From an optimization exercise on the open Yosys and OpenROAD flow, aimed at small area, a short achievable clock period and few clock cycles per item; shortcuts taken in it are not production practice.
Function was checked by simulation only, so behaviour that the tests miss may differ from the original.
No activity file was given, so power comes from the tool's default toggle rates.

==> flow/design.v <==
module qad_peak_note (
    input  wire        clk,
    input  wire        rst,           
    input  wire        in_valid,
    output wire        in_ready,
    input  wire [44:0] in_re,         
    input  wire [44:0] in_im,         
    input  wire [3:0]  log2n,         
    input  wire [19:0] sr,            
    output wire        out_valid,
    input  wire        out_ready,
    output wire [3:0]  code,          
    output wire [10:0] peak_bin,
    output wire [43:0] peak_mag,
    output wire [30:0] freq,          
    output wire [8:0]  note_key,      
    output wire [3:0]  note_pc,
    output wire [5:0]  note_oct,      
    output wire [15:0] note_name,     
    output wire [31:0] note_freq,     
    output wire [31:0] note_dev       
);
    localparam M  = 10;               
    localparam QW = 2 * M + 2;        
    localparam DW = 2 * M + 5;        
    localparam LB = M + 2;            
    reg         in_ready_r;
    reg         expect_first;         
    reg  [10:0] cnt;                  
    reg  [3:0]  l2n_q;
    reg  [19:0] sr_q;
    reg         acc_done;             
    reg         s1_v, s1_first, s1_last;
    reg  [44:0] s1_a, s1_b;           
    reg  [5:0]  s1_s;                 
    reg  [4:0]  s1_oh8;               
    reg  [7:0]  s1_oh1;               
    assign in_ready = in_ready_r;
    wire   in_fire  = in_valid && in_ready_r;
    wire [3:0]  cur_l2n  = expect_first ? log2n : l2n_q;
    wire [10:0] nxt_idx  = expect_first ? 11'd0 : cnt + 11'd1;
    wire [11:0] half     = 12'd1 << (cur_l2n - 4'd1);
    wire        nxt_last = ({1'b0, nxt_idx} == half - 12'd1);
    wire [43:0] y_re = in_re[43:0] ^ {44{in_re[44]}};
    wire [43:0] y_im = in_im[43:0] ^ {44{in_im[44]}};
    wire [43:0] y_or = y_re | y_im;
    wire [44:M] sfx;                  
    wire [43:M] top;
    assign sfx[44] = 1'b0;
    genvar gi;
    generate
        for (gi = M; gi < 44; gi = gi + 1) begin : g_lod
            assign sfx[gi] = sfx[gi + 1] | y_or[gi];
            assign top[gi] = y_or[gi] & !sfx[gi + 1];
        end
    endgenerate
    reg  [5:0]  s_in;
    integer i;
    always @(*) begin
        s_in = 6'd0;
        for (i = M; i < 44; i = i + 1)
            s_in = s_in | ({6{top[i]}} & (i[5:0] - M + 6'd1));
    end
    reg         r_v, r_first, r_last;
    reg  [QW-1:0] r_r0, r_r1;
    reg  [5:0]  r_s;
    wire [10:0] r_idx = cnt - {10'd0, s1_v};    
    reg  [44:0] x2_a, x2_b;
    wire [M+6:0] t8_a, t8_b;
    wire [M-1:0] ysh_a, ysh_b;
    wire [87:0]  ya_ext = {44'd0, s1_a[43:0]};
    wire [87:0]  yb_ext = {44'd0, s1_b[43:0]};
    genvar gj;
    generate
        for (gj = 0; gj < M + 7; gj = gj + 1) begin : g_sh8
            assign t8_a[gj] = |(s1_oh8 & {ya_ext[gj + 32], ya_ext[gj + 24], ya_ext[gj + 16],
                                         ya_ext[gj + 8], ya_ext[gj]});
            assign t8_b[gj] = |(s1_oh8 & {yb_ext[gj + 32], yb_ext[gj + 24], yb_ext[gj + 16],
                                         yb_ext[gj + 8], yb_ext[gj]});
        end
        for (gj = 0; gj < M; gj = gj + 1) begin : g_sh1
            assign ysh_a[gj] = |(s1_oh1 & t8_a[gj + 7:gj]);
            assign ysh_b[gj] = |(s1_oh1 & t8_b[gj + 7:gj]);
        end
    endgenerate
    wire        g_a   = s1_a[44] && (s1_s == 6'd0);
    wire        g_b   = s1_b[44] && (s1_s == 6'd0);
    wire [QW-1:0] sq_r0, sq_r1;
    qad_sq2 u_sq (.a(ysh_a[M-1:0]), .b(ysh_b[M-1:0]), .ga(g_a), .gb(g_b),
                  .r0(sq_r0), .r1(sq_r1));
    localparam [1:0] S_RUN    = 2'd0,    
                     S_FBWAIT = 2'd1,    
                     S_FBCALC = 2'd2,    
                     S_FBCMP  = 2'd3;    
    reg  [1:0]  st;
    reg  [44:0] c_a, c_b;             
    reg  [44:0] cand_a, cand_b;       
    reg  [10:0] cand_k;
    reg  [QW-1:0] cand_q;
    reg  [5:0]  cand_s;
    reg         ev_gt_q;              
    reg  [10:0] best_k;
    reg  [QW-1:0] q_b;                
    reg  [5:0]  s_b;                  
    reg         fe_pend;              
    wire [QW-1:0] q_k = r_r0 + r_r1;
    reg  d_eq, d_p1, d_m1, d_big;
    wire [DW-1:0] qb_al = d_m1 ? {1'b0, q_b, 2'b00} :
                          d_p1 ? {5'b0, q_b[QW-1:2]} : {3'b0, q_b};
    wire [DW-1:0] csa_x = {3'b0, r_r0};
    wire [DW-1:0] csa_y = {3'b0, r_r1};
    wire [DW-1:0] csa_z = ~qb_al;
    wire [DW-1:0] csa_s = csa_x ^ csa_y ^ csa_z;
    wire [DW-1:0] csa_c = (csa_x & csa_y) | (csa_x & csa_z) | (csa_y & csa_z);
    wire [DW-1:0] dq    = csa_s + {csa_c[DW-2:0], 1'b1};
    wire d_neg  = dq[DW-1];
    wire ge_b   = !d_neg && (|dq[DW-2:LB]);        
    wire ge_b2  = !d_neg && (|dq[DW-2:LB-1]);      
    wire ge_4b  = !d_neg && (|dq[DW-2:LB+2]);      
    wire ge_1   = !d_neg && (|dq[DW-2:0]);         
    wire le_mb  = d_neg && !(&dq[DW-2:LB]);        
    wire le_0   = d_neg || !(|dq[DW-2:0]);         
    wire gt_sure = d_big || (d_eq && ((s_b == 6'd0) ? ge_1 : ge_b))
                         || (d_p1 && ge_b2) || (d_m1 && ge_4b);
    wire near    = d_eq || d_p1 || d_m1;
    wire lt_sure = !d_big && (!near || ((r_s == 6'd0) ? le_0 : le_mb));
    wire ev      = (st == S_RUN) && r_v;
    wire ev_gt   = ev && (r_first || gt_sure);
    wire ev_unc  = ev && !r_first && !gt_sure && !lt_sure;
    reg         ex_busy, ex_fb, acc_full, pb_valid;
    reg  [5:0]  ex_cnt;
    reg  [45:0] ex_hi;
    reg  [43:0] ex_lo;
    reg  [87:0] p_best;               
    reg         xa_bit, xb_bit;       
    wire [5:0]  ex_cnt1 = ex_cnt + 6'd1;
    reg         ex_pre;
    wire [63:0] ca_ext  = {20'd0, c_a[43:0]};
    wire [63:0] cb_ext  = {20'd0, c_b[43:0]};
    wire [46:0] row_a  = xa_bit ? {3'b0, c_a[43:0]} : 47'd0;
    wire [46:0] row_b  = xb_bit ? {3'b0, c_b[43:0]} : 47'd0;
    wire        ex_cin = ex_pre && xa_bit && xb_bit;
    wire [46:0] ex_sum = {1'b0, ex_hi} + row_a + row_b + {46'd0, ex_cin};
    wire [87:0] ex_p   = {ex_hi[43:0], ex_lo};
    wire        ex_gt  = (ex_p > p_best);
    reg         isq_busy;
    reg  [5:0]  isq_cnt;
    reg  [45:0] sq_rem;
    reg  [43:0] sq_root;
    wire [47:0] sq_rem_sh = {sq_rem, p_best[87:86]};
    wire [47:0] sq_trial  = {2'b00, sq_root, 2'b01};
    wire [48:0] sq_diff   = {1'b0, sq_rem_sh} - {1'b0, sq_trial};
    wire        sq_ge     = !sq_diff[48];
    localparam [2:0] P_IDLE = 3'd0, P_HORN = 3'd1, P_NORM = 3'd2,
                     P_THR  = 3'd3, P_FIN  = 3'd4, P_NF   = 3'd5, P_DEV = 3'd6;
    reg  [2:0]  pst;
    reg  [4:0]  pcnt;                 
    reg  [10:0] pk;
    reg  [19:0] sr_p;
    reg  [3:0]  l2n_p;
    reg  [30:0] v;
    reg  [31:0] nf;
    reg  [31:0] dev;
    reg  [4:0]  q_r;                  
    reg  [8:0]  key_r;
    reg  [3:0]  pc_r;
    reg  [5:0]  oct_r;
    reg         out_v;
    reg         map_done;
    wire post_free = !isq_busy && (pst == P_IDLE) && !map_done && !out_v;
    wire handoff   = fe_pend && (st == S_RUN) && !ev_gt_q && !ex_busy && pb_valid && post_free;
    reg         h_bit;                
    wire [4:0]  hb_idx = {1'b0, l2n_p} - 5'd3 - pcnt;
    wire        h_bit_nx = !hb_idx[4] && pk[hb_idx[3:0]];
    wire [4:0]  hb_idx0 = {1'b0, l2n_q} - 5'd2;
    wire        h_bit0  = !hb_idx0[4] && best_k[hb_idx0[3:0]];
    wire [30:0] v_next = {v[29:0], 1'b0} + (h_bit ? {11'd0, sr_p} : 31'd0);
    wire [30:0] tq =
        (pcnt == 5'd0) ? 31'd1129491589 :
        (pcnt == 5'd1) ? 31'd1196654653 :
        (pcnt == 5'd2) ? 31'd1267811442 :
        (pcnt == 5'd3) ? 31'd1343199433 :
        (pcnt == 5'd4) ? 31'd1423070228 :
        (pcnt == 5'd5) ? 31'd1507690387 :
        (pcnt == 5'd6) ? 31'd1597342323 :
        (pcnt == 5'd7) ? 31'd1692325240 :
        (pcnt == 5'd8) ? 31'd1792956136 :
        (pcnt == 5'd9) ? 31'd1899570855 :
        (pcnt == 5'd10) ? 31'd2012525216 :
        31'd2132196193;
    wire m_ge = (nf[30:0] >= tq);
    wire [3:0] rr_sel = (pcnt == 5'd12) ? 4'd0 : pcnt[3:0];
    wire [30:0] cf =
        (rr_sel == 4'd0) ? 31'd1097337155 :
        (rr_sel == 4'd1) ? 31'd1162588218 :
        (rr_sel == 4'd2) ? 31'd1231719311 :
        (rr_sel == 4'd3) ? 31'd1304961152 :
        (rr_sel == 4'd4) ? 31'd1382558180 :
        (rr_sel == 4'd5) ? 31'd1464769368 :
        (rr_sel == 4'd6) ? 31'd1551869087 :
        (rr_sel == 4'd7) ? 31'd1644148025 :
        (rr_sel == 4'd8) ? 31'd1741914154 :
        (rr_sel == 4'd9) ? 31'd1845493760 :
        (rr_sel == 4'd10) ? 31'd1955232530 :
        31'd2071496706;
    wire [4:0] q_sel = (pcnt == 5'd12) ? q_r + 5'd1 : q_r;    
    reg  dc;                          
    assign out_valid = out_v;
    assign code      = {2'b00, dc, 1'b1};
    assign peak_bin  = pk;
    assign peak_mag  = sq_root;
    assign freq      = v;
    assign note_freq = nf;
    assign note_dev  = dev;
    wire [4:0] q  = q_sel;
    wire [3:0] rr = rr_sel;
    wire signed [9:0] key = $signed({1'b0, q, 3'b000}) + $signed({2'b00, q, 2'b00})
                            + $signed({6'b0, rr}) - 10'sd200;
    wire [4:0] rr4  = {1'b0, rr} + 5'd4;
    wire       wrap = (rr4 >= 5'd12);
    wire [3:0] pc   = wrap ? rr4[3:0] - 4'd12 : rr4[3:0];
    wire signed [5:0] oct = $signed({1'b0, q}) - 6'sd17 + $signed({5'b0, wrap});
    wire [15:0] name =
        (pc_r == 4'd0) ? 16'h0043 :
        (pc_r == 4'd1) ? 16'h2343 :
        (pc_r == 4'd2) ? 16'h0044 :
        (pc_r == 4'd3) ? 16'h2344 :
        (pc_r == 4'd4) ? 16'h0045 :
        (pc_r == 4'd5) ? 16'h0046 :
        (pc_r == 4'd6) ? 16'h2346 :
        (pc_r == 4'd7) ? 16'h0047 :
        (pc_r == 4'd8) ? 16'h2347 :
        (pc_r == 4'd9) ? 16'h0041 :
        (pc_r == 4'd10) ? 16'h2341 :
        16'h0042;
    assign note_key  = dc ? 9'd0  : key_r;
    assign note_pc   = dc ? 4'd0  : pc_r;
    assign note_oct  = dc ? 6'd0  : oct_r;
    assign note_name = dc ? 16'd0 : name;
    reg [1:0] st_nx;
    always @(*) begin
        st_nx = st;
        case (st)
            S_RUN:    if (ev_unc) st_nx = S_FBWAIT;
            S_FBWAIT: if (!ex_busy && pb_valid && !isq_busy && !ev_gt_q) st_nx = S_FBCALC;
            S_FBCALC: if (ex_cnt == 6'd43 && !ex_pre) st_nx = S_FBCMP;
            default:  st_nx = S_RUN;
        endcase
    end
    wire r_adv       = s1_v && (!r_v || ev);               
    wire [5:0] r_s_nx = r_adv ? s1_s : r_s;
    wire [6:0] rn1    = {1'b0, r_s_nx} + 7'd1;
    wire [6:0] sb1    = {1'b0, s_b} + 7'd1;
    wire [6:0] rs1    = {1'b0, r_s} + 7'd1;
    wire [6:0] cs1    = {1'b0, cand_s} + 7'd1;
    wire [3:0] cmp_keep = {({1'b0, r_s_nx} > sb1), (rn1 == {1'b0, s_b}),
                           ({1'b0, r_s_nx} == sb1), (r_s_nx == s_b)};
    wire [3:0] cmp_bin  = {({1'b0, r_s_nx} > rs1), (rn1 == {1'b0, r_s}),
                           ({1'b0, r_s_nx} == rs1), (r_s_nx == r_s)};
    wire [3:0] cmp_cand = {({1'b0, r_s_nx} > cs1), (rn1 == {1'b0, cand_s}),
                           ({1'b0, r_s_nx} == cs1), (r_s_nx == cand_s)};
    wire       fb_win   = (st == S_FBCMP) && ex_gt;
    wire [3:0] cmp_nx   = fb_win ? cmp_cand : ev_gt ? cmp_bin : cmp_keep;
    wire s1_v_nx     = in_fire || (s1_v && !r_adv);
    wire r_v_nx      = r_adv || (r_v && !ev);
    wire acc_done_nx = (acc_done && !handoff) || (in_fire && nxt_last);
    wire ex_start    = ev_gt_q;                            
    wire fb_start    = (st == S_FBWAIT) && (st_nx == S_FBCALC);
    always @(posedge clk) begin
        if (rst) begin
            in_ready_r   <= 1'b0;
            expect_first <= 1'b1;
            acc_done     <= 1'b0;
            s1_v         <= 1'b0;
            r_v          <= 1'b0;
            st           <= S_RUN;
            ev_gt_q      <= 1'b0;
            fe_pend      <= 1'b0;
            ex_busy      <= 1'b0;
            ex_fb        <= 1'b0;
            acc_full     <= 1'b0;
            pb_valid     <= 1'b0;
            isq_busy     <= 1'b0;
            pst          <= P_IDLE;
            out_v        <= 1'b0;
            map_done     <= 1'b0;
        end else begin
            st         <= st_nx;
            s1_v       <= s1_v_nx;
            r_v        <= r_v_nx;
            acc_done   <= acc_done_nx;
            in_ready_r <= !acc_done_nx && (!s1_v_nx || !r_v_nx || st_nx == S_RUN);
            ev_gt_q    <= ev_gt;
            {d_big, d_m1, d_p1, d_eq} <= cmp_nx;
            if (in_fire) begin
                s1_a     <= {in_re[44], y_re};
                s1_b     <= {in_im[44], y_im};
                s1_s     <= s_in;
                s1_oh8   <= 5'd1 << s_in[5:3];
                s1_oh1   <= 8'd1 << s_in[2:0];
                s1_first <= expect_first;
                s1_last  <= nxt_last;
                cnt      <= nxt_idx;
                expect_first <= nxt_last;
                if (expect_first) begin
                    l2n_q <= log2n;
                    sr_q  <= sr;
                end
            end
            if (r_adv) begin
                r_r0    <= sq_r0;
                r_r1    <= sq_r1;
                r_s     <= s1_s;
                r_first <= s1_first;
                r_last  <= s1_last;
                x2_a    <= s1_a;
                x2_b    <= s1_b;
            end
            if (ev && r_last)
                fe_pend <= 1'b1;
            if (ev_gt) begin
                q_b <= q_k;
                s_b <= r_s;
            end
            if (ev) begin
                cand_a <= x2_a;
                cand_b <= x2_b;
                cand_k <= r_idx;
                cand_q <= q_k;
                cand_s <= r_s;
            end
            if (ev_gt_q || fb_start) begin
                c_a <= cand_a;
                c_b <= cand_b;
            end
            if (ev_gt_q)
                best_k <= cand_k;
            if (ex_start || fb_start) begin
                xa_bit   <= cand_a[44];
                xb_bit   <= cand_b[44];
                ex_pre   <= 1'b1;
                ex_busy  <= 1'b1;
                ex_fb    <= fb_start;
                ex_cnt   <= 6'd0;
                ex_hi    <= 46'd0;
                acc_full <= 1'b0;
                if (ex_start)
                    pb_valid <= 1'b0;
            end else if (ex_busy && ex_pre) begin
                ex_pre <= 1'b0;
                xa_bit <= c_a[0];
                xb_bit <= c_b[0];
                ex_hi  <= {ex_sum[44:0], xa_bit ^ xb_bit};
            end else if (ex_busy) begin
                xa_bit <= ca_ext[ex_cnt1];
                xb_bit <= cb_ext[ex_cnt1];
                ex_hi  <= ex_sum[46:1];
                ex_lo  <= {ex_sum[0], ex_lo[43:1]};
                ex_cnt <= ex_cnt + 6'd1;
                if (ex_cnt == 6'd43) begin
                    ex_busy  <= 1'b0;
                    acc_full <= !ex_fb;
                end
            end else if (acc_full && !isq_busy) begin
                p_best   <= ex_p;
                pb_valid <= 1'b1;
                acc_full <= 1'b0;
            end
            if (fb_win) begin
                p_best <= ex_p;
                best_k <= cand_k;
                q_b    <= cand_q;
                s_b    <= cand_s;
            end
            if (handoff) begin
                fe_pend  <= 1'b0;
                pb_valid <= 1'b0;
                isq_busy <= 1'b1;
                isq_cnt  <= 6'd0;
                sq_rem   <= 46'd0;
                sq_root  <= 44'd0;
                pk       <= best_k;
                dc       <= (best_k == 11'd0);
                sr_p     <= sr_q;
                l2n_p    <= l2n_q;
                v        <= 31'd0;
                pcnt     <= 5'd0;
                h_bit    <= h_bit0;
                pst      <= P_HORN;
            end
            if (isq_busy) begin
                p_best <= {p_best[85:0], 2'b00};
                if (sq_ge) begin
                    sq_rem  <= sq_diff[45:0];
                    sq_root <= {sq_root[42:0], 1'b1};
                end else begin
                    sq_rem  <= sq_rem_sh[45:0];
                    sq_root <= {sq_root[42:0], 1'b0};
                end
                isq_cnt <= isq_cnt + 6'd1;
                if (isq_cnt == 6'd43)
                    isq_busy <= 1'b0;
            end
            case (pst)
                P_HORN: begin
                    v    <= v_next;
                    h_bit <= h_bit_nx;
                    pcnt <= pcnt + 5'd1;
                    if (pcnt == 5'd10) begin
                        nf   <= {1'b0, v_next};
                        q_r  <= 5'd30;
                        pst  <= dc ? P_DEV : P_NORM;
                    end
                end
                P_NORM: begin
                    if (nf[30:23] == 8'd0) begin
                        nf <= {1'b0, nf[22:0], 8'd0};
                        q_r <= q_r - 5'd8;
                    end else if (!nf[30]) begin
                        nf <= {1'b0, nf[29:0], 1'b0};
                        q_r <= q_r - 5'd1;
                    end else begin
                        pcnt <= 5'd0;
                        pst  <= P_THR;
                    end
                end
                P_THR: begin
                    if (pcnt != 5'd12 && m_ge)
                        pcnt <= pcnt + 5'd1;
                    else
                        pst <= P_FIN;
                end
                P_FIN: begin
                    key_r <= key[8:0];
                    pc_r  <= pc;
                    oct_r <= oct;
                    if (q_sel >= 5'd30) begin
                        nf  <= (q_sel == 5'd31) ? {cf, 1'b0} : {1'b0, cf};
                        pst <= P_DEV;
                    end else begin
                        nf  <= {1'b0, cf};
                        pcnt <= 5'd29 - q_sel;
                        pst <= P_NF;
                    end
                end
                P_NF: begin
                    if (pcnt >= 5'd8) begin
                        nf   <= nf >> 8;
                        pcnt <= pcnt - 5'd8;
                    end else if (pcnt != 5'd0) begin
                        nf   <= nf >> 1;
                        pcnt <= pcnt - 5'd1;
                    end else begin
                        nf  <= (nf >> 1) + {31'd0, nf[0]};
                        pst <= P_DEV;
                    end
                end
                P_DEV: begin
                    if (dc) begin
                        nf  <= 32'd0;
                        dev <= 32'd0;
                    end else
                        dev <= {1'b0, v} - nf;
                    pst <= P_IDLE;
                end
                default: ;
            endcase
            if (pst == P_DEV)
                map_done <= 1'b1;
            if (map_done && !isq_busy) begin
                map_done <= 1'b0;
                out_v    <= 1'b1;
            end
            if (out_v && out_ready)
                out_v <= 1'b0;
        end
    end
endmodule
module qad_sq2 (
    input  wire [9:0] a,
    input  wire [9:0] b,
    input  wire        ga,
    input  wire        gb,
    output wire [21:0] r0,
    output wire [21:0] r1
);
    wire t1, t2;
    assign t1 = (a[0] & a[9]) ^ (a[1] & a[8]);
    assign t2 = (a[0] & a[9]) & (a[1] & a[8]);
    wire t3, t4;
    assign t3 = (a[0] & a[5]) ^ (a[1] & a[4]);
    assign t4 = (a[0] & a[5]) & (a[1] & a[4]);
    wire t5, t6;
    assign t5 = (a[0] & a[7]) ^ (a[1] & a[6]) ^ (a[2] & a[5]);
    assign t6 = ((a[0] & a[7]) & (a[1] & a[6])) | ((a[0] & a[7]) & (a[2] & a[5])) | ((a[1] & a[6]) & (a[2] & a[5]));
    wire t7, t8;
    assign t7 = (a[3] & a[4]) ^ a[4];
    assign t8 = (a[3] & a[4]) & a[4];
    wire t9, t10;
    assign t9 = (a[0] & a[8]) ^ (a[1] & a[7]) ^ (a[2] & a[6]);
    assign t10 = ((a[0] & a[8]) & (a[1] & a[7])) | ((a[0] & a[8]) & (a[2] & a[6])) | ((a[1] & a[7]) & (a[2] & a[6]));
    wire t11, t12;
    assign t11 = (a[3] & a[5]) ^ (ga & a[8]);
    assign t12 = (a[3] & a[5]) & (ga & a[8]);
    wire t13, t14;
    assign t13 = t1 ^ (a[2] & a[7]) ^ (a[3] & a[6]);
    assign t14 = (t1 & (a[2] & a[7])) | (t1 & (a[3] & a[6])) | ((a[2] & a[7]) & (a[3] & a[6]));
    wire t15, t16;
    assign t15 = (a[4] & a[5]) ^ a[5] ^ (ga & a[9]);
    assign t16 = ((a[4] & a[5]) & a[5]) | ((a[4] & a[5]) & (ga & a[9])) | (a[5] & (ga & a[9]));
    wire t17, t18;
    assign t17 = (b[0] & b[9]) ^ (b[1] & b[8]) ^ (b[2] & b[7]);
    assign t18 = ((b[0] & b[9]) & (b[1] & b[8])) | ((b[0] & b[9]) & (b[2] & b[7])) | ((b[1] & b[8]) & (b[2] & b[7]));
    wire t19, t20;
    assign t19 = t2 ^ (a[1] & a[9]) ^ (a[2] & a[8]);
    assign t20 = (t2 & (a[1] & a[9])) | (t2 & (a[2] & a[8])) | ((a[1] & a[9]) & (a[2] & a[8]));
    wire t21, t22;
    assign t21 = (a[3] & a[7]) ^ (a[4] & a[6]);
    assign t22 = (a[3] & a[7]) & (a[4] & a[6]);
    wire t23, t24;
    assign t23 = (a[2] & a[9]) ^ (a[3] & a[8]) ^ (a[4] & a[7]);
    assign t24 = ((a[2] & a[9]) & (a[3] & a[8])) | ((a[2] & a[9]) & (a[4] & a[7])) | ((a[3] & a[8]) & (a[4] & a[7]));
    wire t25, t26;
    assign t25 = (a[5] & a[6]) ^ a[6];
    assign t26 = (a[5] & a[6]) & a[6];
    wire t27, t28;
    assign t27 = (a[0] & a[3]) ^ (a[1] & a[2]) ^ a[2];
    assign t28 = ((a[0] & a[3]) & (a[1] & a[2])) | ((a[0] & a[3]) & a[2]) | ((a[1] & a[2]) & a[2]);
    wire t29, t30;
    assign t29 = (a[0] & a[4]) ^ (a[1] & a[3]);
    assign t30 = (a[0] & a[4]) & (a[1] & a[3]);
    wire t31, t32;
    assign t31 = t3 ^ (a[2] & a[3]) ^ a[3];
    assign t32 = (t3 & (a[2] & a[3])) | (t3 & a[3]) | ((a[2] & a[3]) & a[3]);
    wire t33, t34;
    assign t33 = (ga & a[5]) ^ (b[0] & b[5]) ^ (b[1] & b[4]);
    assign t34 = ((ga & a[5]) & (b[0] & b[5])) | ((ga & a[5]) & (b[1] & b[4])) | ((b[0] & b[5]) & (b[1] & b[4]));
    wire t35, t36;
    assign t35 = t4 ^ (a[0] & a[6]) ^ (a[1] & a[5]);
    assign t36 = (t4 & (a[0] & a[6])) | (t4 & (a[1] & a[5])) | ((a[0] & a[6]) & (a[1] & a[5]));
    wire t37, t38;
    assign t37 = (a[2] & a[4]) ^ (ga & a[6]) ^ (b[0] & b[6]);
    assign t38 = ((a[2] & a[4]) & (ga & a[6])) | ((a[2] & a[4]) & (b[0] & b[6])) | ((ga & a[6]) & (b[0] & b[6]));
    wire t39, t40;
    assign t39 = (b[1] & b[5]) ^ (b[2] & b[4]);
    assign t40 = (b[1] & b[5]) & (b[2] & b[4]);
    wire t41, t42;
    assign t41 = t5 ^ t7 ^ (ga & a[7]);
    assign t42 = (t5 & t7) | (t5 & (ga & a[7])) | (t7 & (ga & a[7]));
    wire t43, t44;
    assign t43 = (b[0] & b[7]) ^ (b[1] & b[6]) ^ (b[2] & b[5]);
    assign t44 = ((b[0] & b[7]) & (b[1] & b[6])) | ((b[0] & b[7]) & (b[2] & b[5])) | ((b[1] & b[6]) & (b[2] & b[5]));
    wire t45, t46;
    assign t45 = (b[3] & b[4]) ^ b[4] ^ (gb & b[7]);
    assign t46 = ((b[3] & b[4]) & b[4]) | ((b[3] & b[4]) & (gb & b[7])) | (b[4] & (gb & b[7]));
    wire t47, t48;
    assign t47 = t6 ^ t8 ^ t9;
    assign t48 = (t6 & t8) | (t6 & t9) | (t8 & t9);
    wire t49, t50;
    assign t49 = t11 ^ (b[0] & b[8]) ^ (b[1] & b[7]);
    assign t50 = (t11 & (b[0] & b[8])) | (t11 & (b[1] & b[7])) | ((b[0] & b[8]) & (b[1] & b[7]));
    wire t51, t52;
    assign t51 = (b[2] & b[6]) ^ (b[3] & b[5]) ^ (gb & b[8]);
    assign t52 = ((b[2] & b[6]) & (b[3] & b[5])) | ((b[2] & b[6]) & (gb & b[8])) | ((b[3] & b[5]) & (gb & b[8]));
    wire t53, t54;
    assign t53 = t10 ^ t12 ^ t13;
    assign t54 = (t10 & t12) | (t10 & t13) | (t12 & t13);
    wire t55, t56;
    assign t55 = t15 ^ t17 ^ (b[3] & b[6]);
    assign t56 = (t15 & t17) | (t15 & (b[3] & b[6])) | (t17 & (b[3] & b[6]));
    wire t57, t58;
    assign t57 = (b[4] & b[5]) ^ b[5] ^ (gb & b[9]);
    assign t58 = ((b[4] & b[5]) & b[5]) | ((b[4] & b[5]) & (gb & b[9])) | (b[5] & (gb & b[9]));
    wire t59, t60;
    assign t59 = t14 ^ t16 ^ t18;
    assign t60 = (t14 & t16) | (t14 & t18) | (t16 & t18);
    wire t61, t62;
    assign t61 = t19 ^ t21 ^ (b[1] & b[9]);
    assign t62 = (t19 & t21) | (t19 & (b[1] & b[9])) | (t21 & (b[1] & b[9]));
    wire t63, t64;
    assign t63 = (b[2] & b[8]) ^ (b[3] & b[7]) ^ (b[4] & b[6]);
    assign t64 = ((b[2] & b[8]) & (b[3] & b[7])) | ((b[2] & b[8]) & (b[4] & b[6])) | ((b[3] & b[7]) & (b[4] & b[6]));
    wire t65, t66;
    assign t65 = t20 ^ t22 ^ t23;
    assign t66 = (t20 & t22) | (t20 & t23) | (t22 & t23);
    wire t67, t68;
    assign t67 = t25 ^ (b[2] & b[9]) ^ (b[3] & b[8]);
    assign t68 = (t25 & (b[2] & b[9])) | (t25 & (b[3] & b[8])) | ((b[2] & b[9]) & (b[3] & b[8]));
    wire t69, t70;
    assign t69 = (b[4] & b[7]) ^ (b[5] & b[6]) ^ b[6];
    assign t70 = ((b[4] & b[7]) & (b[5] & b[6])) | ((b[4] & b[7]) & b[6]) | ((b[5] & b[6]) & b[6]);
    wire t71, t72;
    assign t71 = t24 ^ t26 ^ (a[3] & a[9]);
    assign t72 = (t24 & t26) | (t24 & (a[3] & a[9])) | (t26 & (a[3] & a[9]));
    wire t73, t74;
    assign t73 = (a[4] & a[8]) ^ (a[5] & a[7]) ^ (b[3] & b[9]);
    assign t74 = ((a[4] & a[8]) & (a[5] & a[7])) | ((a[4] & a[8]) & (b[3] & b[9])) | ((a[5] & a[7]) & (b[3] & b[9]));
    wire t75, t76;
    assign t75 = (b[4] & b[8]) ^ (b[5] & b[7]);
    assign t76 = (b[4] & b[8]) & (b[5] & b[7]);
    wire t77, t78;
    assign t77 = (a[4] & a[9]) ^ (a[5] & a[8]) ^ (a[6] & a[7]);
    assign t78 = ((a[4] & a[9]) & (a[5] & a[8])) | ((a[4] & a[9]) & (a[6] & a[7])) | ((a[5] & a[8]) & (a[6] & a[7]));
    wire t79, t80;
    assign t79 = a[7] ^ (b[4] & b[9]) ^ (b[5] & b[8]);
    assign t80 = (a[7] & (b[4] & b[9])) | (a[7] & (b[5] & b[8])) | ((b[4] & b[9]) & (b[5] & b[8]));
    wire t81, t82;
    assign t81 = (b[6] & b[7]) ^ b[7];
    assign t82 = (b[6] & b[7]) & b[7];
    wire t83, t84;
    assign t83 = (a[5] & a[9]) ^ (a[6] & a[8]);
    assign t84 = (a[5] & a[9]) & (a[6] & a[8]);
    wire t85, t86;
    assign t85 = (a[6] & a[9]) ^ (a[7] & a[8]);
    assign t86 = (a[6] & a[9]) & (a[7] & a[8]);
    wire t87, t88;
    assign t87 = (a[0] & a[1]) ^ a[1] ^ (ga & a[1]);
    assign t88 = ((a[0] & a[1]) & a[1]) | ((a[0] & a[1]) & (ga & a[1])) | (a[1] & (ga & a[1]));
    wire t89, t90;
    assign t89 = (a[0] & a[2]) ^ (ga & a[2]);
    assign t90 = (a[0] & a[2]) & (ga & a[2]);
    wire t91, t92;
    assign t91 = t27 ^ (ga & a[3]) ^ (b[0] & b[3]);
    assign t92 = (t27 & (ga & a[3])) | (t27 & (b[0] & b[3])) | ((ga & a[3]) & (b[0] & b[3]));
    wire t93, t94;
    assign t93 = (b[1] & b[2]) ^ b[2];
    assign t94 = (b[1] & b[2]) & b[2];
    wire t95, t96;
    assign t95 = t28 ^ t29 ^ (ga & a[4]);
    assign t96 = (t28 & t29) | (t28 & (ga & a[4])) | (t29 & (ga & a[4]));
    wire t97, t98;
    assign t97 = (b[0] & b[4]) ^ (b[1] & b[3]) ^ (gb & b[4]);
    assign t98 = ((b[0] & b[4]) & (b[1] & b[3])) | ((b[0] & b[4]) & (gb & b[4])) | ((b[1] & b[3]) & (gb & b[4]));
    wire t99, t100;
    assign t99 = t30 ^ t31 ^ t33;
    assign t100 = (t30 & t31) | (t30 & t33) | (t31 & t33);
    wire t101, t102;
    assign t101 = (b[2] & b[3]) ^ b[3] ^ (gb & b[5]);
    assign t102 = ((b[2] & b[3]) & b[3]) | ((b[2] & b[3]) & (gb & b[5])) | (b[3] & (gb & b[5]));
    wire t103, t104;
    assign t103 = t32 ^ t34 ^ t35;
    assign t104 = (t32 & t34) | (t32 & t35) | (t34 & t35);
    wire t105, t106;
    assign t105 = t37 ^ t39 ^ (gb & b[6]);
    assign t106 = (t37 & t39) | (t37 & (gb & b[6])) | (t39 & (gb & b[6]));
    wire t107, t108;
    assign t107 = t36 ^ t38 ^ t40;
    assign t108 = (t36 & t38) | (t36 & t40) | (t38 & t40);
    wire t109, t110;
    assign t109 = t41 ^ t43 ^ t45;
    assign t110 = (t41 & t43) | (t41 & t45) | (t43 & t45);
    wire t111, t112;
    assign t111 = t42 ^ t44 ^ t46;
    assign t112 = (t42 & t44) | (t42 & t46) | (t44 & t46);
    wire t113, t114;
    assign t113 = t47 ^ t49 ^ t51;
    assign t114 = (t47 & t49) | (t47 & t51) | (t49 & t51);
    wire t115, t116;
    assign t115 = t48 ^ t50 ^ t52;
    assign t116 = (t48 & t50) | (t48 & t52) | (t50 & t52);
    wire t117, t118;
    assign t117 = t53 ^ t55 ^ t57;
    assign t118 = (t53 & t55) | (t53 & t57) | (t55 & t57);
    wire t119, t120;
    assign t119 = t54 ^ t56 ^ t58;
    assign t120 = (t54 & t56) | (t54 & t58) | (t56 & t58);
    wire t121, t122;
    assign t121 = t59 ^ t61 ^ t63;
    assign t122 = (t59 & t61) | (t59 & t63) | (t61 & t63);
    wire t123, t124;
    assign t123 = t60 ^ t62 ^ t64;
    assign t124 = (t60 & t62) | (t60 & t64) | (t62 & t64);
    wire t125, t126;
    assign t125 = t65 ^ t67 ^ t69;
    assign t126 = (t65 & t67) | (t65 & t69) | (t67 & t69);
    wire t127, t128;
    assign t127 = t66 ^ t68 ^ t70;
    assign t128 = (t66 & t68) | (t66 & t70) | (t68 & t70);
    wire t129, t130;
    assign t129 = t71 ^ t73 ^ t75;
    assign t130 = (t71 & t73) | (t71 & t75) | (t73 & t75);
    wire t131, t132;
    assign t131 = t72 ^ t74 ^ t76;
    assign t132 = (t72 & t74) | (t72 & t76) | (t74 & t76);
    wire t133, t134;
    assign t133 = t77 ^ t79 ^ t81;
    assign t134 = (t77 & t79) | (t77 & t81) | (t79 & t81);
    wire t135, t136;
    assign t135 = t78 ^ t80 ^ t82;
    assign t136 = (t78 & t80) | (t78 & t82) | (t80 & t82);
    wire t137, t138;
    assign t137 = t83 ^ (b[5] & b[9]) ^ (b[6] & b[8]);
    assign t138 = (t83 & (b[5] & b[9])) | (t83 & (b[6] & b[8])) | ((b[5] & b[9]) & (b[6] & b[8]));
    wire t139, t140;
    assign t139 = t84 ^ t85 ^ a[8];
    assign t140 = (t84 & t85) | (t84 & a[8]) | (t85 & a[8]);
    wire t141, t142;
    assign t141 = (b[6] & b[9]) ^ (b[7] & b[8]) ^ b[8];
    assign t142 = ((b[6] & b[9]) & (b[7] & b[8])) | ((b[6] & b[9]) & b[8]) | ((b[7] & b[8]) & b[8]);
    wire t143, t144;
    assign t143 = t86 ^ (a[7] & a[9]);
    assign t144 = t86 & (a[7] & a[9]);
    wire t145, t146;
    assign t145 = (a[8] & a[9]) ^ a[9];
    assign t146 = (a[8] & a[9]) & a[9];
    wire t147, t148;
    assign t147 = a[0] ^ ga;
    assign t148 = a[0] & ga;
    wire t149, t150;
    assign t149 = t87 ^ (b[0] & b[1]);
    assign t150 = t87 & (b[0] & b[1]);
    wire t151, t152;
    assign t151 = t88 ^ t89 ^ (b[0] & b[2]);
    assign t152 = (t88 & t89) | (t88 & (b[0] & b[2])) | (t89 & (b[0] & b[2]));
    wire t153, t154;
    assign t153 = t90 ^ t91 ^ t93;
    assign t154 = (t90 & t91) | (t90 & t93) | (t91 & t93);
    wire t155, t156;
    assign t155 = t92 ^ t94 ^ t95;
    assign t156 = (t92 & t94) | (t92 & t95) | (t94 & t95);
    wire t157, t158;
    assign t157 = t96 ^ t98 ^ t99;
    assign t158 = (t96 & t98) | (t96 & t99) | (t98 & t99);
    wire t159, t160;
    assign t159 = t100 ^ t102 ^ t103;
    assign t160 = (t100 & t102) | (t100 & t103) | (t102 & t103);
    wire t161, t162;
    assign t161 = t104 ^ t106 ^ t107;
    assign t162 = (t104 & t106) | (t104 & t107) | (t106 & t107);
    wire t163, t164;
    assign t163 = t108 ^ t110 ^ t111;
    assign t164 = (t108 & t110) | (t108 & t111) | (t110 & t111);
    wire t165, t166;
    assign t165 = t112 ^ t114 ^ t115;
    assign t166 = (t112 & t114) | (t112 & t115) | (t114 & t115);
    wire t167, t168;
    assign t167 = t116 ^ t118 ^ t119;
    assign t168 = (t116 & t118) | (t116 & t119) | (t118 & t119);
    wire t169, t170;
    assign t169 = t120 ^ t122 ^ t123;
    assign t170 = (t120 & t122) | (t120 & t123) | (t122 & t123);
    wire t171, t172;
    assign t171 = t124 ^ t126 ^ t127;
    assign t172 = (t124 & t126) | (t124 & t127) | (t126 & t127);
    wire t173, t174;
    assign t173 = t128 ^ t130 ^ t131;
    assign t174 = (t128 & t130) | (t128 & t131) | (t130 & t131);
    wire t175, t176;
    assign t175 = t132 ^ t134 ^ t135;
    assign t176 = (t132 & t134) | (t132 & t135) | (t134 & t135);
    wire t177, t178;
    assign t177 = t136 ^ t138 ^ t139;
    assign t178 = (t136 & t138) | (t136 & t139) | (t138 & t139);
    wire t179, t180;
    assign t179 = t140 ^ t142 ^ t143;
    assign t180 = (t140 & t142) | (t140 & t143) | (t142 & t143);
    wire t181, t182;
    assign t181 = t144 ^ t145 ^ (b[8] & b[9]);
    assign t182 = (t144 & t145) | (t144 & (b[8] & b[9])) | (t145 & (b[8] & b[9]));
    wire t183, t184;
    assign t183 = t147 ^ b[0];
    assign t184 = t147 & b[0];
    wire t185, t186;
    assign t185 = t148 ^ (ga & a[0]) ^ (gb & b[0]);
    assign t186 = (t148 & (ga & a[0])) | (t148 & (gb & b[0])) | ((ga & a[0]) & (gb & b[0]));
    wire t187, t188;
    assign t187 = t149 ^ b[1] ^ (gb & b[1]);
    assign t188 = (t149 & b[1]) | (t149 & (gb & b[1])) | (b[1] & (gb & b[1]));
    wire t189, t190;
    assign t189 = t150 ^ t151 ^ (gb & b[2]);
    assign t190 = (t150 & t151) | (t150 & (gb & b[2])) | (t151 & (gb & b[2]));
    wire t191, t192;
    assign t191 = t152 ^ t153 ^ (gb & b[3]);
    assign t192 = (t152 & t153) | (t152 & (gb & b[3])) | (t153 & (gb & b[3]));
    wire t193, t194;
    assign t193 = t154 ^ t155 ^ t97;
    assign t194 = (t154 & t155) | (t154 & t97) | (t155 & t97);
    wire t195, t196;
    assign t195 = t156 ^ t157 ^ t101;
    assign t196 = (t156 & t157) | (t156 & t101) | (t157 & t101);
    wire t197, t198;
    assign t197 = t158 ^ t159 ^ t105;
    assign t198 = (t158 & t159) | (t158 & t105) | (t159 & t105);
    wire t199, t200;
    assign t199 = t160 ^ t161 ^ t109;
    assign t200 = (t160 & t161) | (t160 & t109) | (t161 & t109);
    wire t201, t202;
    assign t201 = t162 ^ t163 ^ t113;
    assign t202 = (t162 & t163) | (t162 & t113) | (t163 & t113);
    wire t203, t204;
    assign t203 = t164 ^ t165 ^ t117;
    assign t204 = (t164 & t165) | (t164 & t117) | (t165 & t117);
    wire t205, t206;
    assign t205 = t166 ^ t167 ^ t121;
    assign t206 = (t166 & t167) | (t166 & t121) | (t167 & t121);
    wire t207, t208;
    assign t207 = t168 ^ t169 ^ t125;
    assign t208 = (t168 & t169) | (t168 & t125) | (t169 & t125);
    wire t209, t210;
    assign t209 = t170 ^ t171 ^ t129;
    assign t210 = (t170 & t171) | (t170 & t129) | (t171 & t129);
    wire t211, t212;
    assign t211 = t172 ^ t173 ^ t133;
    assign t212 = (t172 & t173) | (t172 & t133) | (t173 & t133);
    wire t213, t214;
    assign t213 = t174 ^ t175 ^ t137;
    assign t214 = (t174 & t175) | (t174 & t137) | (t175 & t137);
    wire t215, t216;
    assign t215 = t176 ^ t177 ^ t141;
    assign t216 = (t176 & t177) | (t176 & t141) | (t177 & t141);
    wire t217, t218;
    assign t217 = t178 ^ t179 ^ (b[7] & b[9]);
    assign t218 = (t178 & t179) | (t178 & (b[7] & b[9])) | (t179 & (b[7] & b[9]));
    wire t219, t220;
    assign t219 = t180 ^ t181 ^ b[9];
    assign t220 = (t180 & t181) | (t180 & b[9]) | (t181 & b[9]);
    wire t221, t222;
    assign t221 = t182 ^ t146;
    assign t222 = t182 & t146;
    assign r0 = {1'b0, t222, t220, t218, t216, t214, t212, t210, t208, t206, t204, t202, t200, t198, t196, t194, t192, t190, t188, t186, t184, t183};
    assign r1 = {1'b0, 1'b0, t221, t219, t217, t215, t213, t211, t209, t207, t205, t203, t201, t199, t197, t195, t193, t191, t189, t187, t185, gb};
endmodule
==> flow/flow/run.sh <==
#!/bin/bash
# The standard layout (standard.sh, all steps), except that the buffers
# placed on the input and output ports are sky130_fd_sc_hd__buf_1 cells.
set -e
export BUFFER_PORTS_ARGS="-buffer_cell sky130_fd_sc_hd__buf_1"
bash standard.sh > standard.log 2>&1
==> flow/standard.sh <==
#!/bin/bash
# synth_recipe.tcl (not shown) runs the flow's synth.tcl, then flattens the netlist and writes it again
# the make line also repeats each setting of config.mk as NAME=value (left out here)
make -C /OpenROAD-flow-scripts/flow DESIGN_CONFIG=/design/flow/config.mk WORK_HOME=/design/flow/orfs CLKGATE_MAP_FILE= SYNTH_SCRIPT=/design/flow/synth_recipe.tcl "${@:-finish}"
==> flow/config.mk <==
export PLATFORM = sky130hd
export DESIGN_NAME = qad_peak_note
export DESIGN_NICKNAME = qad_peak_note
export VERILOG_FILES = /design/flow/design.v
export SDC_FILE = /design/flow/constraint.sdc
export NUM_CORES = 4
export LEC_CHECK = 0
export CAP_MARGIN = 20
export CORE_MARGIN = 2
export CORE_UTILIZATION = 60
export CTS_CLUSTER_DIAMETER = 100
export CTS_CLUSTER_SIZE = 20
export SLEW_MARGIN = 20
==> flow/constraint.sdc <==
create_clock -name core_clock -period 15.0 [get_ports {clk}]
set_input_delay 3.0000 -clock core_clock [delete_from_list [all_inputs] [get_ports {clk}]]
set_output_delay 3.0000 -clock core_clock [all_outputs]
set_load 0.01 [all_outputs]
==> impl_metrics.toml, run 1 <==
[logic_synthesis]
synth_xor_area_share_pct = 4.96
synth_area_mm2 = 0.0625
synth_top_family_by_area = "simple AND/OR/NAND/NOR gates"
synthCells = 5682
yosys.area_share.adder_pct = 12.7
synth_top_area_cell = "edfxtp_1"
synth_cell_type_count = 105
async_flop_share_pct = 0
synth-compound-area-share_pct = 12.5
synth-simple-area-share_pct = 12.8
synth_top_cells_by_area = "edfxtp_1 47%, ha_1 7.9%, fa_1 4.8%"
synth_flop_cell = "edfxtp_1"
synthMuxAreaShare_pct = 4.38
ys_seq_elements = 1006
synth_edf_count = 987
yosys_warnings = 1
ys_seq_area_share_pct = 48.1
syn_area_per_cell_um2 = 11.0
yosysTopAreaCellShare_pct = 47.5

[pwr]
peakVddDrop_v = 0.0000995
p_leak_nw = 25.9
powerDensity_mw_per_mm2 = 78.4

[sta]
hold_viol = 0
period_minus_slack_ns = 6.15
max_clock_freq_mhz = 163
setup_viol = 0
period_share_pct = 41.0
worst_pin_slew_ns = 1.13
rsz0062_at_grt = "no"
timing.slew.headroom_pct = 24.6
setup-tns-final_ns = 0
drv_slew = 0
skew_ns = 0.0569

[grt]
grt_pass1_wl_um = 243000
grt_pass1_vias = 42441
grt-ovfl-total = 0
grt_antenna_before_repair = 4
grt_max_degree = 82
grt_util_all_layers_pct = 28.9

[layout]
layout_commonest_cell = "edfxtp_1"
nets = 6518
area_delta_synth_final_pct = 6.71
layout_common_cells = "987 x edfxtp_1, 470 x inv_1, 464 x nor2_1, 421 x nand2_1, 392 x ha_1"
drive_gt1_share_pct = 5.89
finish.instance_area_mm2 = 0.0666

[route]
firstDrtPassIters = 9
wl_per_cell_um = 21.3
drtIter0Drc = 4266
ant_nets = 0
wl_um = 155000
avgViaCountPerCell = 6.00
vias = 43670
drc = 0

[place]
io_buffers = 296
hpwl_um = 117000
place_area_mm2 = 0.0648
gp_congestion = 0.962

[hold_path]
hold_class = "reg -> reg"

[clock_network]
clk_latency_ns = 0.71
clock_sinks = 1006
cts_buffers = 58
cts-root-buf = "clkbuf_16"
h-tree-depth = 2
cts.clk_slew.worst_paths_ns = 0.09
clockBufferDepth = 3
ctsHoldBuffers = 0
ctsResizeCount = 0
cts_tree = "built"
cts_setup_buffers = 0

[floorplanning]
core_mm2 = 0.103
die_y_um = 327
io-pin-count = 309
die_w_um = 327
die_area_mm2 = 0.107
initial_core_util_pct = 60.4
std_cell_rows = 118

[setup_path]
cp-start-kind = "flip-flop"
path_class = "reg -> reg"
required_ns = 15.40
critPathMaxFanout = 34
endpoint_kind = "flip-flop"
slowest_delay_ns = 0.57
arrival_ns = 6.55
crit_path_top_delay_cell = "ha_1"

[status]
status = "no timing/DRC/antenna violations"

[job]
max_cap_viol_count = 0
[final cells by class]
class                   instances  area, um2
fillers                      8187      36700
flip-flops and latches       1006      30000
multi-input cells            3961      29800
inverters                     475       1780
well taps                    1380       1730
repair buffers                355       1620
clock buffers                  86       1560
clock inverters                10        164
diodes                          3       7.51
[final timing paths]
path / start / endpoint / slack [ns] / cells after the start
max: pcnt[1] / pcnt[0] / 8.85 / 25
min: cand_b[36] / c_b[36] / 0.40 / 0
max reg2reg: pcnt[1] / pcnt[0] / 8.85 / 25
min reg2reg: cand_b[36] / c_b[36] / 0.40 / 0
[through the flow]
stage	worst slack [ns]	cells	power [mW]	hold WS [ns]	util [%]
after CTS	8.95	7269	5.26	0.400	64.4
after global routing	8.27	7273	5.41	0.390	64.5
final	8.85	7276	5.22	0.398	64.5
after floorplan	5.20	5692	3.49	0.400	-
after detailed placement	8.32	7173	3.60	0.405	62.7
after global placement	8.34	7173	3.60	0.402	62.7
[registers in the layout, summed over array words and instances (netlist names), 20 cells and up]
signal / flops
sq_root: 44
s1_a: 45
c_b: 44
csa_x: 21
x2_b: 45
p_best: 88
ex_hi: 46
cand_b: 45
sq_rem: 46
s1_b: 45
csa_y: 20
sr_q: 20
nf: 32
c_a: 44
q_b: 22
v: 31
ex_lo: 44
dev: 32
cand_q: 22
x2_a: 45
cand_a: 45
sr_p: 20
[where the power goes]
group,switching [mW],internal [mW],total (mW)
sequential,0.0376,3.10,3.14
combinational,0.253,0.157,0.411
clock,0.928,0.748,1.68
total,1.22,4.00,5.22
[layer usage]
| layer | track usage, % | share of wire [%] | vias up |
|---|---|---|---|
| li1 | - | - | 20821 |
| met1 | 40.1 | 43 | 20978 |
| met2 | 46.5 | 47 | 1558 |
| met3 | 3.25 | 6.0 | 311 |
| met4 | 11.9 | 4.5 | 2 |
| met5 | 0 | 0.0052 | - |
[Yosys cell counts (all sizes together), types with 42 or more instances]
cell type,n
and2,181
mux2,106
mux2i,85
a31oi,52
nand2b,58
a21o,103
xor2,180
buf,49
a21oi,316
and3,52
nor3,80
o21ai,223
nand3,103
inv,470
nor2,473
clkbuf,200
a22oi,120
nand2,423
edfxtp,987
ha,392
fa,151
a211oi,42
nand4,52
nor2b,114
xnor2,173
[cell families (layout without fill, tap and decap cells)]
logic type               after synthesis  count (layout)
XOR/XNOR                             353             353
AND/OR/NAND/NOR                     1655            1655
multiplexers                         221             221
AO/OA/AOI/OAI                       1176            1176
buffers and inverters                725             926
other                                  2              15
adder cells (fa/ha/maj)              544             544
flip-flops                          1006            1006
[worst max-delay path, delay by kind of cell (launching register included)]
family | cells | cell delay [ns]
AOI/OAI and AO/OA | 14 | 2.39
adders and majority gates | 2 | 0.74
buffers and inverters | 3 | 0.92
DFF | 1 | 0.38
and+or+nand+nor | 6 | 1.43
Testbench counts, summed over its fixed seeds: cycles 114,331, bins 108,544.
==> run 2, diff against run 1 <==
--- a/flow/config.mk
+++ b/flow/config.mk
@@ -7,7 +7,7 @@
 export LEC_CHECK = 0
 export CAP_MARGIN = 20
 export CORE_MARGIN = 2
-export CORE_UTILIZATION = 60
+export CORE_UTILIZATION = 66
 export CTS_CLUSTER_DIAMETER = 100
-export CTS_CLUSTER_SIZE = 20
+export CTS_CLUSTER_SIZE = 24
 export SLEW_MARGIN = 20
==> run 2 against run 1 <==
Die area fell by 9.0%. Synthesized cell count did not move. Largest power group unchanged. First-iteration DRC count rose by 17%. Non-clock buffer count rose by 2. Combinational power barely moved.
==> impl_metrics.toml, run 2 <==
[layout]
finish.instance_area_mm2 = 0.0664
reg_top3 = "p_best (88), ex_hi (46), sq_rem (46)"
final_util_pct = 70.9
fill_cells = 6826
layout_commonest_cell = "edfxtp_1"
largest_reg_flops = 88
nets = 6512
seqCellArea_mm2 = 0.0300
multi_input_area_mm2 = 0.0298
layout_common_cells = "987 x edfxtp_1, 470 x inv_1, 464 x nor2_1, 421 x nand2_1, 392 x ha_1"
area_delta_synth_final_pct = 6.25
drive_gt1_share_pct = 5.76
largest-register = "p_best"

[sta]
period_minus_slack_ns = 6.24
worst_pin_slew_ns = 1.18
max_clock_freq_mhz = 160
skew_ns = 0.0485
period_share_pct = 41.6
rsz0062_at_grt = "no"
worst_hold_slack_ns = 0.411
hold_viol = 0
timing.slew.headroom_pct = 21.5
setup-tns-final_ns = 0
setup_viol = 0
drv_slew = 0

[logic_synthesis]
synth_most_common_cell = "edfxtp_1"
synth_cell_type_count = 105
ys_seq_elements = 1006
yosys_warnings = 1
synth_area_mm2 = 0.0625
synth_flop_cell = "edfxtp_1"
synthCells = 5682
synth_top_cells_by_area = "edfxtp_1 47%, ha_1 7.9%, fa_1 4.8%"
yosysTopAreaCellShare_pct = 47.5
synth_top_area_cell = "edfxtp_1"
synth_common_cells = "987 x edfxtp_1, 472 x nor2_1, 470 x inv_1"
ys_seq_area_share_pct = 48.1
synth_edf_count = 987
async_flop_share_pct = 0
syn_area_per_cell_um2 = 11.0

[place]
place_area_mm2 = 0.0647
hpwl_um = 115000
gp_congestion = 0.970
io_buffers = 296

[route]
firstDrtPassIters = 7
vias = 44298
avgViaCountPerCell = 6.20
wl_per_cell_um = 21.4
drc = 0
drtIter0Drc = 4986
wl_um = 153000
ant_nets = 0

[floorplanning]
die_area_mm2 = 0.0971
die_y_um = 312
initial_core_util_pct = 66.7
die_w_um = 312
io-pin-count = 309
std_cell_rows = 112
core_mm2 = 0.0936

[hold_path]
hold_class = "reg -> reg"
min_path_cells = 0

[setup_path]
rr_worst_depth = 14
required_ns = 15.55
path_class = "reg -> reg"
cp-start-kind = "flip-flop"
endpoint_kind = "flip-flop"
critPathMaxFanout = 34
arrival_ns = 6.79

[clock_network]
clk_latency_ns = 0.72
clockBufferDepth = 3
cts_tree = "built"
h-tree-depth = 2
clock_sinks = 1006
cts_setup_buffers = 0
cts-root-buf = "clkbuf_16"
cts_buffers = 50
cts.clk_slew.worst_paths_ns = 0.10
ctsResizeCount = 0
ctsHoldBuffers = 0

[grt]
grt_pass1_wl_um = 240000
grt_max_degree = 166
grt_util_all_layers_pct = 31.3
grt_pass1_vias = 43228
grt-ovfl-total = 0
grt_antenna_before_repair = 3

[pwr]
p_leak_nw = 25.8
total_power_mw = 5.10
peakVddDrop_v = 0.0000905
powerDensity_mw_per_mm2 = 76.9

[job]
max_cap_viol_count = 0

[status]
status = "no timing/DRC/antenna violations"
run 2: cell counts after synthesis:
Identical to the previous run, type by type.
run 2: final timing paths:
path / to / from / slack, ns
setup / recovery: nf[27] / pcnt[1] / 8.76
hold / removal: cand_b[1] / x2_b[1] / 0.41
hold reg to reg: cand_b[1] / x2_b[1] / 0.41
setup reg to reg: nf[27] / pcnt[1] / 8.76
run 2: cell families (layout without fill, tap and decap cells):
| family | Yosys count | in the layout | share of synthesized area [%] |
|---|---|---|---|
| flops | 1006 | 1006 | 48.1 |
| buf+inv | 725 | 914 | 4.53 |
| simple gates | 1655 | 1655 | 12.8 |
| other cells | 2 | 18 | 0.0120 |
| fa+ha+maj | 544 | 544 | 12.7 |
| mux | 221 | 221 | 4.38 |
| xor+xnor | 353 | 353 | 4.96 |
| compound gates | 1176 | 1176 | 12.5 |
run 2: power by group:
| part | internal, mW | switching, mW | leakage, nW | total [mW] |
|---|---|---|---|---|
| Sequential | 3.10 | 0.0363 | 9.12 | 3.14 |
| Clock | 0.656 | 0.899 | 0.718 | 1.56 |
| Combinational | 0.158 | 0.253 | 16.0 | 0.411 |
| Total | 3.91 | 1.19 | 25.8 | 5.10 |
run 2: per-stage QoR:
step / cells / worst slack, ns
floorplan: 5692 / 5.20
global placement: 7046 / 8.39
detailed placement: 7046 / 8.38
CTS: 7128 / 8.96
global route: 7135 / 8.40
finish: 7141 / 8.76
run 2: routing by layer:
layer	up-vias	GRT usage, %	wire (um)	part of all wire (%)
met3	337	3.23	9560	6.3
met4	6	13.6	7100	4.7
met1	21397	42.8	63800	42
met5	-	0	34	0.022
met2	1747	51.1	72100	47
li1	20811	-	-	-
run 2: worst max-delay path: stages, from the launching register on:
cell and delay [ns]:
edfxtp_1 0.37, buf_4 0.26, inv_1 0.45, ha_1 0.57, nor2b_1 0.46, nand2_1 0.15
nor2_2 0.45, nand4_1 0.20, xnor2_1 0.59, nand3_1 0.40, nor2_1 0.82, a221oi_1 0.21
a2111oi_0 0.87, a211oi_1 0.10, a21oi_1 0.16
run 2: area by class of cell:
cell class	count	area share, %
well taps	1254	2.36
clock buffers	72	2.01
clock inverters	10	0.258
multi-input cells	3961	44.8
diodes	6	0.0226
flip-flops and latches	1006	45.2
inverters	475	2.69
repair buffers	357	2.57
==> run 3, diff against run 2 <==
--- a/flow/design.v
+++ b/flow/design.v
@@ -152,7 +152,8 @@
     wire [48:0] sq_diff   = {1'b0, sq_rem_sh} - {1'b0, sq_trial};
     wire        sq_ge     = !sq_diff[48];
     localparam [2:0] P_IDLE = 3'd0, P_HORN = 3'd1, P_NORM = 3'd2,
-                     P_THR  = 3'd3, P_FIN  = 3'd4, P_NF   = 3'd5, P_DEV = 3'd6;
+                     P_THR  = 3'd3, P_FIN  = 3'd4, P_NF   = 3'd5, P_DEV = 3'd6,
+                     P_FIN2 = 3'd7;
     reg  [2:0]  pst;
     reg  [4:0]  pcnt;                 
     reg  [10:0] pk;
@@ -162,6 +163,7 @@
     reg  [31:0] nf;
     reg  [31:0] dev;
     reg  [4:0]  q_r;                  
+    reg  [3:0]  rr_r;
     reg  [8:0]  key_r;
     reg  [3:0]  pc_r;
     reg  [5:0]  oct_r;
@@ -191,17 +193,17 @@
     wire m_ge = (nf[30:0] >= tq);
     wire [3:0] rr_sel = (pcnt == 5'd12) ? 4'd0 : pcnt[3:0];
     wire [30:0] cf =
-        (rr_sel == 4'd0) ? 31'd1097337155 :
-        (rr_sel == 4'd1) ? 31'd1162588218 :
-        (rr_sel == 4'd2) ? 31'd1231719311 :
-        (rr_sel == 4'd3) ? 31'd1304961152 :
-        (rr_sel == 4'd4) ? 31'd1382558180 :
-        (rr_sel == 4'd5) ? 31'd1464769368 :
-        (rr_sel == 4'd6) ? 31'd1551869087 :
-        (rr_sel == 4'd7) ? 31'd1644148025 :
-        (rr_sel == 4'd8) ? 31'd1741914154 :
-        (rr_sel == 4'd9) ? 31'd1845493760 :
-        (rr_sel == 4'd10) ? 31'd1955232530 :
+        (rr_r == 4'd0) ? 31'd1097337155 :
+        (rr_r == 4'd1) ? 31'd1162588218 :
+        (rr_r == 4'd2) ? 31'd1231719311 :
+        (rr_r == 4'd3) ? 31'd1304961152 :
+        (rr_r == 4'd4) ? 31'd1382558180 :
+        (rr_r == 4'd5) ? 31'd1464769368 :
+        (rr_r == 4'd6) ? 31'd1551869087 :
+        (rr_r == 4'd7) ? 31'd1644148025 :
+        (rr_r == 4'd8) ? 31'd1741914154 :
+        (rr_r == 4'd9) ? 31'd1845493760 :
+        (rr_r == 4'd10) ? 31'd1955232530 :
         31'd2071496706;
     wire [4:0] q_sel = (pcnt == 5'd12) ? q_r + 5'd1 : q_r;    
     reg  dc;                          
@@ -212,8 +214,8 @@
     assign freq      = v;
     assign note_freq = nf;
     assign note_dev  = dev;
-    wire [4:0] q  = q_sel;
-    wire [3:0] rr = rr_sel;
+    wire [4:0] q  = q_r;
+    wire [3:0] rr = rr_r;
     wire signed [9:0] key = $signed({1'b0, q, 3'b000}) + $signed({2'b00, q, 2'b00})
                             + $signed({6'b0, rr}) - 10'sd200;
     wire [4:0] rr4  = {1'b0, rr} + 5'd4;
@@ -412,11 +414,11 @@
                         pst  <= dc ? P_DEV : P_NORM;
                     end
                 end
-                P_NORM: begin
-                    if (nf[30:23] == 8'd0) begin
+                P_NORM: begin                     
+                    if (nf[30:23] == 8'd0 && q_r >= 5'd8) begin
                         nf <= {1'b0, nf[22:0], 8'd0};
                         q_r <= q_r - 5'd8;
-                    end else if (!nf[30]) begin
+                    end else if (!nf[30] && q_r != 5'd0) begin
                         nf <= {1'b0, nf[29:0], 1'b0};
                         q_r <= q_r - 5'd1;
                     end else begin
@@ -431,15 +433,20 @@
                         pst <= P_FIN;
                 end
                 P_FIN: begin
+                    q_r  <= q_sel;
+                    rr_r <= rr_sel;
+                    pst  <= P_FIN2;
+                end
+                P_FIN2: begin
                     key_r <= key[8:0];
                     pc_r  <= pc;
                     oct_r <= oct;
-                    if (q_sel >= 5'd30) begin
-                        nf  <= (q_sel == 5'd31) ? {cf, 1'b0} : {1'b0, cf};
+                    if (q_r >= 5'd30) begin
+                        nf  <= (q_r == 5'd31) ? {cf, 1'b0} : {1'b0, cf};
                         pst <= P_DEV;
                     end else begin
                         nf  <= {1'b0, cf};
-                        pcnt <= 5'd29 - q_sel;
+                        pcnt <= 5'd29 - q_r;
                         pst <= P_NF;
                     end
                 end
--- a/flow/config.mk
+++ b/flow/config.mk
@@ -7,7 +7,7 @@
 export LEC_CHECK = 0
 export CAP_MARGIN = 20
 export CORE_MARGIN = 2
-export CORE_UTILIZATION = 66
+export CORE_UTILIZATION = 60
 export CTS_CLUSTER_DIAMETER = 100
-export CTS_CLUSTER_SIZE = 24
+export CTS_CLUSTER_SIZE = 20
 export SLEW_MARGIN = 20
==> run 3 against run 2 <==
Still clean on timing, DRC and antenna. Synthesized cell count up 0.28%. Sequential share of layout area about the same. Global-route usage is 2.4 points lower. Combinational power is 78% higher. Critical endpoint is now s1_oh1[1]. Largest cell class unchanged. Largest power group unchanged.
==> impl_metrics.toml, run 3 <==
[logic_synthesis]
synth_common_cells = "991 x edfxtp_1, 481 x inv_1, 479 x nor2_1"
synthCells = 5698
ys_seq_elements = 1010
synth_top_area_cell = "edfxtp_1"
async_flop_share_pct = 0
syn_area_per_cell_um2 = 11.0
yosys_warnings = 1
synth_cell_type_count = 89
synth_most_common_cell = "edfxtp_1"
synth_top_cells_by_area = "edfxtp_1 48%, ha_1 7.9%, fa_1 4.8%"
synth_flop_cell = "edfxtp_1"
yosysTopAreaCellShare_pct = 47.6
ys_seq_area_share_pct = 48.2
synth_edf_count = 991
synth_area_mm2 = 0.0625

[layout]
layout_common_cells = "991 x edfxtp_1, 480 x inv_1, 472 x nor2_1, 399 x nand2_1, 395 x ha_1"
layout_commonest_cell = "edfxtp_1"
fill_cells = 8310
final_util_pct = 64.5
reg_top3 = "p_best (88), ex_hi (46), sq_rem (46)"
fin_cells = 7279
largest-register = "p_best"
area_delta_synth_final_pct = 6.74
drive_gt1_share_pct = 5.75
largest_reg_flops = 88
nets = 6530
finish.instance_area_mm2 = 0.0667

[setup_path]
critical-path-top-delay-family = "simple AND/OR/NAND/NOR gates"
required_ns = 15.54
arrival_ns = 6.79
crit_cells = 14
crit_chain = "clkbuf_2 -> buf_4 -> xor2_1 -> or2_2 -> or3_1 -> nor3_1 -> inv_1 -> nor3_1 -> and3_1 -> nand3_1 -> nor2_1 -> inv_1 -> o221ai_1 -> nor3b_1"
r2r_start = "s1_oh8[0]"
crit_end = "s1_oh1[1]"
path_class = "in -> reg"
cp-start-kind = "input port"
path_buf_inv = 4
r2r_slack_ns = 9.10
rr_worst_depth = 15
crit_path_start = "in_re[44]"
endpoint_kind = "flip-flop"
crit_path_top_delay_cell = "o221ai_1"
slowest_delay_ns = 0.60
critPathMaxFanout = 51
r2r_end = "csa_y[11]"

[clock_network]
clockBufferDepth = 3
clock_sinks = 1010
clk_latency_ns = 0.72
cts_tree = "built"
cts_setup_buffers = 0
cts-root-buf = "clkbuf_16"
ctsHoldBuffers = 0
h-tree-depth = 2
cts_buffers = 59
ctsResizeCount = 0
cts.clk_slew.worst_paths_ns = 0.08

[sta]
setup-tns-final_ns = 0
worst_pin_slew_ns = 1.17
max_clock_freq_mhz = 160
timing.slew.headroom_pct = 21.7
rsz0062_at_grt = "no"
setup_viol = 0
skew_ns = 0.0236
hold_viol = 0
layout_setup_ws_ns = 8.75
period_minus_slack_ns = 6.25
worst_hold_slack_ns = 0.411
period_share_pct = 41.6
drv_slew = 0

[floorplanning]
die_w_um = 327
core_mm2 = 0.103
io-pin-count = 309
die_area_mm2 = 0.107
die_y_um = 327
std_cell_rows = 118
initial_core_util_pct = 60.5

[pwr]
powerDensity_mw_per_mm2 = 84.6
p_sw_mw = 1.42
p_int_mw = 4.22
peakVddDrop_v = 0.000117
clkPwrFrac_pct = 30.4
p_seq_share_pct = 56.6
p_sw_share_pct = 25.2
p_leak_nw = 25.5
total_power_mw = 5.64
pwr-share-comb_pct = 13.0

[route]
ant_nets = 0
drtIter0Drc = 4620
wl_per_cell_um = 21.3
vias = 44171
wl_um = 155000
avgViaCountPerCell = 6.07
drc = 0
firstDrtPassIters = 7

[grt]
grt_antenna_before_repair = 0
grt_util_all_layers_pct = 28.8
grt_pass1_wl_um = 242000
grt_pass1_vias = 42860
grt-ovfl-total = 0
grt_max_degree = 85

[hold_path]
hold_class = "reg -> reg"

[place]
io_buffers = 296
gp_congestion = 0.959
place_ws_ns = 8.08
place_area_mm2 = 0.0649
dpl.cell_count = 7184
hpwl_um = 117000

[status]
status = "no timing/DRC/antenna violations"

[job]
max_cap_viol_count = 0
run 3: cell types whose count changed after synthesis, moves of 11 or more:
| cell | previous run | this run |
|---|---|---|
| nor2b_1 | 113 | 62 |
| a21oi_1 | 316 | 359 |
| and2_1 | 178 | 140 |
| mux2i_1 | 84 | 55 |
| o21ai_0 | 219 | 247 |
| nand2_1 | 421 | 399 |
| nor3_1 | 80 | 102 |
| o22ai_1 | 15 | 33 |
| a31oi_1 | 51 | 36 |
| a22o_1 | 8 | 22 |
| a211o_1 | 5 | 17 |
| xnor2_1 | 173 | 185 |
| inv_1 | 470 | 481 |
| or4_1 | 4 | 15 |
run 3: routing by layer:
layer	track usage, %	wire length, um	share of wire (%)	vias up
met5	0	0	0	-
met2	48.6	75100	48	1541
met1	39.1	65800	42	21382
met4	10.0	5650	3.6	0
li1	-	-	-	20974
met3	2.99	8600	5.5	274
run 3: worst min-delay path by stage:
| stage | startpoint | end | slack [ns] | depth (start not counted) |
|---|---|---|---|---|
| 6_report | cand_b[18] | c_b[18] | 0.41 | 0 |
| 5_1_grt | cand_b[10] | c_b[10] | 0.42 | 0 |
| 4_1_cts | cand_b[1] | c_b[1] | 0.41 | 0 |
| 3_5_place_dp | cand_a[43] | c_a[43] | 0.40 | 0 |
| 3_3_place_gp | s1_first | r_first | 0.40 | 0 |
| 2_1_floorplan | cand_k[0] | best_k[0] | 0.40 | 0 |
run 3: area by class of cell:
class | instances | area [um2] | area share (%)
Antenna cell | 2 | 5.00 | 0.00750
Tap cell | 1380 | 1730 | 2.59
Multi-Input combinational cell | 3961 | 29700 | 44.5
Clock buffer | 80 | 1570 | 2.35
Clock inverter | 12 | 206 | 0.310
Inverter | 484 | 1820 | 2.73
Sequential cell | 1010 | 30100 | 45.2
Timing Repair Buffer | 350 | 1540 | 2.31
run 3: cells by family after synthesis:
| logic type | after synthesis | synth area share (%) |
|---|---|---|
| muxes | 200 | 4.03 |
| adders and majority gates | 547 | 12.8 |
| other | 2 | 0.0120 |
| AOI/OAI and AO/OA | 1275 | 13.4 |
| DFF | 1010 | 48.2 |
| buffers and inverters | 737 | 4.54 |
| xor gates and xnor gates | 362 | 5.07 |
| and+or+nand+nor | 1565 | 11.9 |
run 3: power by group through the flow:
stage	Sequential (mW)	Combinational [mW]	Clock, mW
final	3.19	0.731	1.72
after global routing	3.20	0.837	1.85
after CTS	3.19	0.733	1.76
after detailed placement	3.26	0.729	0
after global placement	3.26	0.712	0
after floorplan	3.23	0.553	0
Testbench counts of run 3, summed over its fixed seeds: cycles 114,331, bins 108,544.

## afterwards: timing with drivers on the ports
Ports are ideal in the flow. The routed layouts listed here were re-timed in OpenROAD. Step 1 sets driving cells, clkbuf_16 on the clock port and buf_2 on the other inputs (assumed; they add their load-dependent delay and slew). Step 2 moves the port delays by t, midway between the first and last clock arrival at a register: inputs arrive t later, outputs are due t later. That takes back most of the time a late clock gives input paths. Three values: ideal, step 1, step 2; two values: the first two.
| run | t, ns | setup WS [ns] | worst setup path after step 2 | slew at the worst register clock pin (ns) | cell pins on the clock port's net |
|---|---|---|---|---|---|
| run 1 | 0.759 | 8.850 / 8.850 / 8.384 | input to register | 0.10 / 0.10 | 1 |
| run 2 | 0.770 | 8.759 / 8.759 / 8.384 | input to register | 0.11 / 0.11 | 1 |
| run 3 | 0.776 | 8.755 / 8.805 / 8.029 | input to register | 0.09 / 0.09 | 1 |
After both steps setup and hold are still met in every run listed. The setup slack of run 3, which loses most, moves by +0.050 ns with the drivers and by -0.726 ns with both steps.
